Source: an optimization exercise on an open RTL-to-GDS flow (aim: small area, a short achievable clock period and few clock cycles per item). Production flows keep margins and buffers that such runs may drop. Function was checked by simulation only, so behaviour that the tests miss may differ from the original. Power and IR drop assume default switching activity.

## xlate_unit
module xlate_unit (
    input  wire        clk,
    input  wire        rst,      
    input  wire        start,    
    input  wire [31:0] rate,     
    output reg         ready,
    output reg         done,     
    output reg         err,      
    output wire [31:0] full,
    output wire [31:0] half
);
export LEC_CHECK = 0
export CAP_MARGIN = 20
export CORE_MARGIN = 2
export CORE_UTILIZATION = 40
export CTS_BUF_LIST = sky130_fd_sc_hd__clkbuf_8
export CTS_CLUSTER_DIAMETER = 60
export CTS_CLUSTER_SIZE = 30
export SLEW_MARGIN = 20
create_clock -name core_clock -period 10.0 [get_ports {clk}]
standard.sh (not shown) runs the stock make flow with config.mk's settings and CLKGATE_MAP_FILE= SYNTH_SCRIPT=/design/flow/synth_recipe.tcl, a recipe that flattens the netlist after the stock synthesis.
==> flow/flow/run.sh <==
#!/bin/bash
set -euo pipefail
bash standard.sh \
  SETUP_SLACK_MARGIN=7.0 \
  BUFFER_PORTS_ARGS="-buffer_cell sky130_fd_sc_hd__buf_1" \
  finish > standard.log 2>&1
Testbench counts at the start, summed over its fixed seeds: cycles 53,932, items 3,200.
==> next run, changes <==
Settings changed: CTS_BUF_LIST sky130_fd_sc_hd__clkbuf_8 to unset, CTS_CLUSTER_DIAMETER 60 to unset, CTS_CLUSTER_SIZE 30 to unset.
Result: The changed run went through all stages and came out clean. Area after synthesis does not change. Utilization came out lower by 1.8 points. Worst setup slack improved by 0.066 ns. Worst hold slack got worse by 0.0062 ns. First-iteration DRC count came out higher by about 7%. Clock-buffer cell count came out higher by 3. Sequential power came out higher by about 0.7%. Routed wire length came out lower by about 2.4%. Via count came out lower by about 2.2%. Die area stays the same. Final cell count came out lower by about 2%.
==> next run, changes <==
--- a/flow/flow/run.sh
+++ b/flow/flow/run.sh
@@ -4 +4 @@
-  SETUP_SLACK_MARGIN=7.0 \
+  SETUP_SLACK_MARGIN=8.0 \
After rerunning: Global-route usage increases by 4.9 points. Maximum frequency fell by about 2%. Worst hold slack improves by 0.0039 ns. Utilization grows by 9.6 points. Design area goes up by 20%. Cell count came out higher by 5.6%. Worst setup slack is worse by 0.067 ns. Via count came out higher by about 9%. Non-clock buffer count grows by 82. Power increases by 14%. Die area does not change.
==> next run, changes <==
==> flow/flow/run.sh (replaced) <==
#!/bin/bash
# Standard ORFS layout (the standard.sh: unchanged synthesis, SDC and
# clock period), with two layout settings passed to make:
# - repair_timing aims for more setup slack than the clock needs, so the
#   achieved period shrinks;
# - ports are buffered with buf_2 cells instead of the default buffer.
set -euo pipefail
bash standard.sh \
  SETUP_SLACK_MARGIN=7.0 \
  BUFFER_PORTS_ARGS="-buffer_cell sky130_fd_sc_hd__buf_2" \
  finish > standard.log 2>&1
Outcome:
- count of clock-buffer cells in the layout goes up by 2
- final cell count is lower by 5.3%
- sequential power is about the same
- worst setup slack improves by 0.13 ns
- via count decreases by 8.7%
- sequential share of layout area goes up by 2.6 points
- synthesized cell count stays the same
- die area stays the same
==> next run, changes <==
Settings changed: ABC_AREA set to 1.
Effect:
- The new run completed with no timing, DRC or antenna violations
- wire length is higher by about 2.3%
- power went down by 7.6%
- non-clock buffer count went down by 40
- sequential share of layout area fell by 0.12 points
- first-iteration DRC count falls by about 13%
==> next run, changes <==
Settings changed: ABC_AREA 1 to unset, CORE_UTILIZATION 40 to 65, PLACE_DENSITY set to 0.75.
Result: The changed run ran to the end with no violations. Routed wire length drops by about 5%. Clock-buffer cell count decreases by 2. Utilization grows by 30 points. Final cell count drops by about 16%. Cell area went down by 1.3%. Worst setup slack degrades by 0.13 ns.

* * *

xlate_unit, a different RTL version from the one above (not shown whole).
For scale: about 1100 cells after synthesis, about 100 flip-flops, roughly 8000 um^2 of cells after synthesis.
==> flow/config.mk <==
export PLATFORM = sky130hd
export DESIGN_NAME = xlate_unit
export DESIGN_NICKNAME = xlate_unit
export VERILOG_FILES = /design/flow/design.v
export SDC_FILE = /design/flow/constraint.sdc
export NUM_CORES = 4
export LEC_CHECK = 0
export CAP_MARGIN = 20
export CORE_MARGIN = 2
export CORE_UTILIZATION = 40
export SLEW_MARGIN = 20
export TNS_END_PERCENT = 0
==> flow/constraint.sdc <==
create_clock -name core_clock -period 10.0 [get_ports {clk}]
set_input_delay 2.0000 -clock core_clock [delete_from_list [all_inputs] [get_ports {clk}]]
set_output_delay 2.0000 -clock core_clock [all_outputs]
set_load 0.01 [all_outputs]
==> flow/flow/run.sh <==
#!/bin/bash
set -euo pipefail
bash standard.sh \
  SETUP_SLACK_MARGIN=6.8 \
  BUFFER_PORTS_ARGS="-buffer_cell sky130_fd_sc_hd__buf_1" \
  finish > standard.log 2>&1
Testbench counts at the start, summed over its fixed seeds: cycles 53,932, items 3,200.
Next try:
--- a/flow/flow/run.sh
+++ b/flow/flow/run.sh
@@ -4 +4 @@
-  SETUP_SLACK_MARGIN=6.8 \
+  SETUP_SLACK_MARGIN=7.0 \
- ABC_AREA: not set -> 1
- TNS_END_PERCENT: 0 -> not set
What happened: Synthesized area increases by 6.9%; worst setup slack gains 0.060 ns; worst hold slack gains 0.018 ns; design area increases by 8.4%; non-clock buffer count increases by 7; wire length increases by 6.9%; power decreases by 0.39%; via count increases by 14%; core utilization increases by 0.48 points; cell count increases by 22%; combinational power decreases by about 2%.
Next try:
- ABC_AREA: 1 -> not set
- TNS_END_PERCENT: not set -> 10
Outcome: Worst setup slack is better by 0.0052 ns; global-route usage went down by 0.19 points; routed wire length drops by 6.4%.
Next try:
--- a/flow/flow/run.sh
+++ b/flow/flow/run.sh
@@ -4,0 +5 @@
+  REMOVE_ABC_BUFFERS=1 \
- TNS_END_PERCENT: 10 -> not set
Outcome:
- The changed run finished with timing, DRC and antenna clean
- register-to-register slack degrades by 0.097 ns
- worst hold slack improves by 0.0085 ns
- via count rises by 5.7%
- utilization rises by 4.8 points
Next try:
--- a/flow/flow/run.sh
+++ b/flow/flow/run.sh
@@ -5 +5 @@
-  REMOVE_ABC_BUFFERS=1 \
+  SETUP_MOVE_SEQUENCE=unbuffer,sizeup,swap,clone \
=> Clock power decreases by a few percent. Die area does not change. Setup slack is worse by 0.29 ns. Utilization drops by 5.7 points. Global-route usage is lower by 2.2 points. Maximum frequency went down by a little under a tenth. Clock-buffer cell count rises by 1.

* * *

## indigo
Starting RTL as in the previous note.
// xlate_unit
module xlate_unit (
    input  wire        clk,
    input  wire        rst,      
    input  wire        start,    
    input  wire [31:0] rate,     
    output reg         ready,
    output reg         done,     
    output reg         err,      
    output wire [31:0] full,
    output wire [31:0] half
);
    localparam [29:0] NM1 = 30'd999999999;    
    localparam [30:0] NM2 = {NM1, 1'b0};
    reg        busy;         
    reg        ini;          
    reg [30:0] d;            
    reg [4:0]  cnt;          
    reg        nb;           
    reg [29:0] fq;           
    reg [29:0] hq;           
    assign full = {2'b00, fq};
    assign half = {3'b000, hq[28:0]};
    reg [4:0]  c0;
    reg        nb0;
    reg [29:0] r0;
    integer i;
    always @* begin
        c0  = 5'd0;
        nb0 = NM1[0];
        r0  = NM1 >> 1;
        for (i = 0; i < 30; i = i + 1)
            if (d[i]) begin
                c0  = 5'd29 - i;
                nb0 = NM1[29 - i];
  ...
export LEC_CHECK = 0
export CAP_MARGIN = 20
export CORE_MARGIN = 2
export CORE_UTILIZATION = 40
export SLEW_MARGIN = 20
export TNS_END_PERCENT = 0
create_clock -name core_clock -period 10.0 [get_ports {clk}]
==> flow/flow/run.sh <==
#!/bin/bash
set -euo pipefail
bash standard.sh \
  SETUP_SLACK_MARGIN=7.5 \
  BUFFER_PORTS_ARGS="-buffer_cell sky130_fd_sc_hd__buf_1" \
  finish > standard.log 2>&1
indigo completed end to end with timing, DRC and antenna clean.
Testbench counts of indigo, summed over its fixed seeds: cycles 53,932, items 3,200.
Here is what was changed in the inputs of garnet compared with indigo.
==> flow/flow/run.sh <==
#!/bin/bash
set -euo pipefail
bash standard.sh \
  SETUP_SLACK_MARGIN=7.0 \
  BUFFER_PORTS_ARGS="-buffer_cell sky130_fd_sc_hd__buf_1" \
  finish > standard.log 2>&1
Notes after the runs:
- Critical path launch point = d[6]$_DFFE_PN_: garnet; critical path launch point = d[14]$_DFFE_PN_: indigo
- Worst setup slack: higher on indigo
- garnet and indigo ended up with nearly the same share of power burned in the clock network.
- Against indigo as the reference, garnet delivers a lower global routing usage summed across all routing layers.
- Net switching power ended up about 0.6% lower on garnet than on indigo.
- On routed length on met3: between garnet and indigo, it ends up lower for garnet.
- Of garnet and indigo, it is garnet that has the lower footprint of the multi-input gates.
- Routed wire length is higher on indigo
> inputs changed (garnet -> violet)
- ABC_AREA newly set to 1
--- outcome ---
- [violet] die area rose 6.7% relative to garnet
- garnet → violet: mean post-synth cell area went down, part of the power in the clock network +0.4 points.
- Buffers plus inverters on the worst setup path in violet is 1 higher than in garnet
- Summary of violet over garnet: total of clock buffers placed in the layout saw a decrease, multi-input combinational cell count saw an increase, power saw a decrease, internal power component saw a decrease, sequential share of layout area saw a decrease.

* * *

== build 76 ==
xlate_unit again, from the RTL that the note above started with.
export LEC_CHECK = 0
export CAP_MARGIN = 20
export CORE_MARGIN = 2
export CORE_UTILIZATION = 40
export SLEW_MARGIN = 20
export TNS_END_PERCENT = 0
create_clock -name core_clock -period 10.0 [get_ports {clk}]
==> flow/flow/run.sh <==
#!/bin/bash
set -euo pipefail
bash standard.sh \
  SETUP_SLACK_MARGIN=7.2 \
  BUFFER_PORTS_ARGS="-buffer_cell sky130_fd_sc_hd__buf_1" \
  finish > standard.log 2>&1
Testbench counts of build 76, summed over its fixed seeds: cycles 53,932, items 3,200.
Input changes introduced in build 45 (baseline for comparison: build 76):
-- flow/flow/run.sh --
<<< build 76, line 4
  SETUP_SLACK_MARGIN=7.2 \
>>> build 45, line 4
  SETUP_SLACK_MARGIN=7.0 \
-- flow/config.mk --
<<< build 76, line 8
>>> build 45, line 8
export ABC_AREA = 1
<<< build 76, line 12
export TNS_END_PERCENT = 0
>>> build 45, line 13
export TNS_END_PERCENT = 10
==> comparison <==
Build 76 → build 45: gate count of the mapped netlist +27%; clock power -about 5%.
Against build 76, build 45 reports a count of different cell masters after synthesis that is lower.
Run comparison: build 45 standard cell with the maximum stage delay on the critical path sky130_fd_sc_hd__nor4_4; build 76 standard cell with the maximum stage delay on the critical path sky130_fd_sc_hd__edfxtp_1
Comparing build 76 against build 45, there is no change at all in H-tree depth.
Of the two values seen for critical path class, in2reg was produced by build 45 and reg2reg by build 76.
Sequential power (build 45 over build 76): decrease, about 3%
Here is what was changed in the inputs of build 66 compared with build 45.
-- flow/config.mk --
<<< build 45, line 8
export ABC_AREA = 1
>>> build 66, line 8
<<< build 45, line 12
>>> build 66, line 11
export CTS_CLUSTER_DIAMETER = 200
export CTS_CLUSTER_SIZE = 40
<<< build 45, line 13
export TNS_END_PERCENT = 10
>>> build 66, line 14
export TNS_END_PERCENT = 0
--- outcome ---
- Changes observed in build 66 relative to build 45: routing usage on met3 has increased, die span in x has decreased, maximum frequency from static timing analysis has decreased, count of plain and timing-repair buffers in the layout has increased.
- Looking at the reports, build 66 completed the entire flow and the layout it produced met the timing, DRC and antenna checks.
- Run comparison: build 66 startpoint-to-endpoint class of the critical path reg2reg; build 45 startpoint-to-endpoint class of the critical path in2reg
Input-level comparison between build 83 and build 66:
-- flow/config.mk --
<<< build 66, line 11
export CTS_CLUSTER_DIAMETER = 200
export CTS_CLUSTER_SIZE = 40
>>> build 83, line 11
<<< build 66, line 14
export TNS_END_PERCENT = 0
>>> build 83, line 12
Findings:
- The final reports for build 83 and build 66 show slew at the pin closest to its max-slew limit higher in the former.
- Design area delta for build 83 relative to build 66: 780 µm² higher
- In the flow results for build 83 and build 66, the global-route usage over all layers is larger on build 83.
- Maximum clock frequency grows by a few percent when moving from build 66 to build 83.
- Compared with build 66, build 83 is hungrier on power.
- In the reports for build 83 and build 66, the smaller final worst setup slack belongs to build 66.
- Note that the leakage power figure recorded for build 66 amounts to 0.888 times the value seen in build 83.
- HPWL after detailed placement (build 83 vs. build 66) increases slightly
- Taking build 66 as the reference, in build 83 final cell count increased 2.9%, clock period minus worst slack decreased by 0.067 ns relative to the old numbers, critical path depth comparable.
- sky130_fd_sc_hd__edfxtp_1 as the slowest cell on the critical path was reported by build 66, and sky130_fd_sc_hd__a222oi_1 by build 83.

==> afterwards: timing with drivers on the ports <==
No port has a modelled driver above. Below, the same layouts with a new extraction and two added sets of constraints.
Step 1 assumes that a clkbuf_16 drives the clock port and a buf_2 every other input.
Step 2 also shifts input and output timing later by t, the mid clock arrival at the registers, as if the neighbouring blocks saw the same clock.
Slacks: no drivers / after step 1 / after step 2; pairs: no drivers / after step 1.
| run | t (ns) | setup slack, ns | worst register clock-pin slew, ns | worst slew at a driven data input, ns | pins driven straight from the clock port |
|---|---|---|---|---|---|
| the first run of note 1 | 0.424 | 6.707 / 6.707 / 6.581 | 0.11 / 0.11 | 0.05 | 1 |
| the second run of note 1 | 0.400 | 6.773 / 6.773 / 6.583 | 0.08 / 0.08 | 0.06 | 1 |
| the third run of note 1 | 0.414 | 6.706 / 6.706 / 6.706 | 0.08 / 0.08 | 0.05 | 1 |
| the fourth run of note 1 | 0.412 | 6.836 / 6.836 / 6.749 | 0.08 / 0.08 | 0.05 | 1 |
| the fifth run of note 1 | 0.418 | 6.764 / 6.764 / 6.633 | 0.09 / 0.09 | 0.04 | 1 |
| the sixth run of note 1 | 0.401 | 6.636 / 6.636 / 6.627 | 0.08 / 0.08 | 0.04 | 1 |
| the first run of note 2 | 0.413 | 6.779 / 6.779 / 6.430 | 0.08 / 0.08 | 0.03 | 1 |
| the second run of note 2 | 0.412 | 6.839 / 6.846 / 6.434 | 0.08 / 0.08 | 0.05 | 1 |
| the third run of note 2 | 0.407 | 6.844 / 6.844 / 6.579 | 0.08 / 0.08 | 0.03 | 1 |
| the fourth run of note 2 | 0.412 | 6.747 / 6.747 / 6.471 | 0.08 / 0.08 | 0.06 | 1 |
| the fifth run of note 2 | 0.415 | 6.462 / 6.462 / 6.267 | 0.09 / 0.09 | 0.05 | 1 |
| indigo | 0.408 | 6.880 / 6.880 / 6.570 | 0.08 / 0.08 | 0.05 | 1 |
| garnet | 0.408 | 6.815 / 6.815 / 6.581 | 0.08 / 0.08 | 0.03 | 1 |
| violet | 0.410 | 6.802 / 6.818 / 6.408 | 0.07 / 0.07 | 0.04 | 1 |
| build 76 | 0.408 | 6.880 / 6.880 / 6.570 | 0.08 / 0.08 | 0.05 | 1 |
| build 45 | 0.412 | 6.862 / 6.871 / 6.459 | 0.08 / 0.08 | 0.05 | 1 |
| build 66 | 0.408 | 6.815 / 6.815 / 6.581 | 0.08 / 0.08 | 0.03 | 1 |
| build 83 | 0.413 | 6.882 / 6.882 / 6.604 | 0.09 / 0.09 | 0.05 | 1 |
After both steps every run listed still meets setup and hold. For the second run of note 2, which loses most, drivers alone change the setup slack by +0.007 ns; drivers and shift together by -0.405 ns.
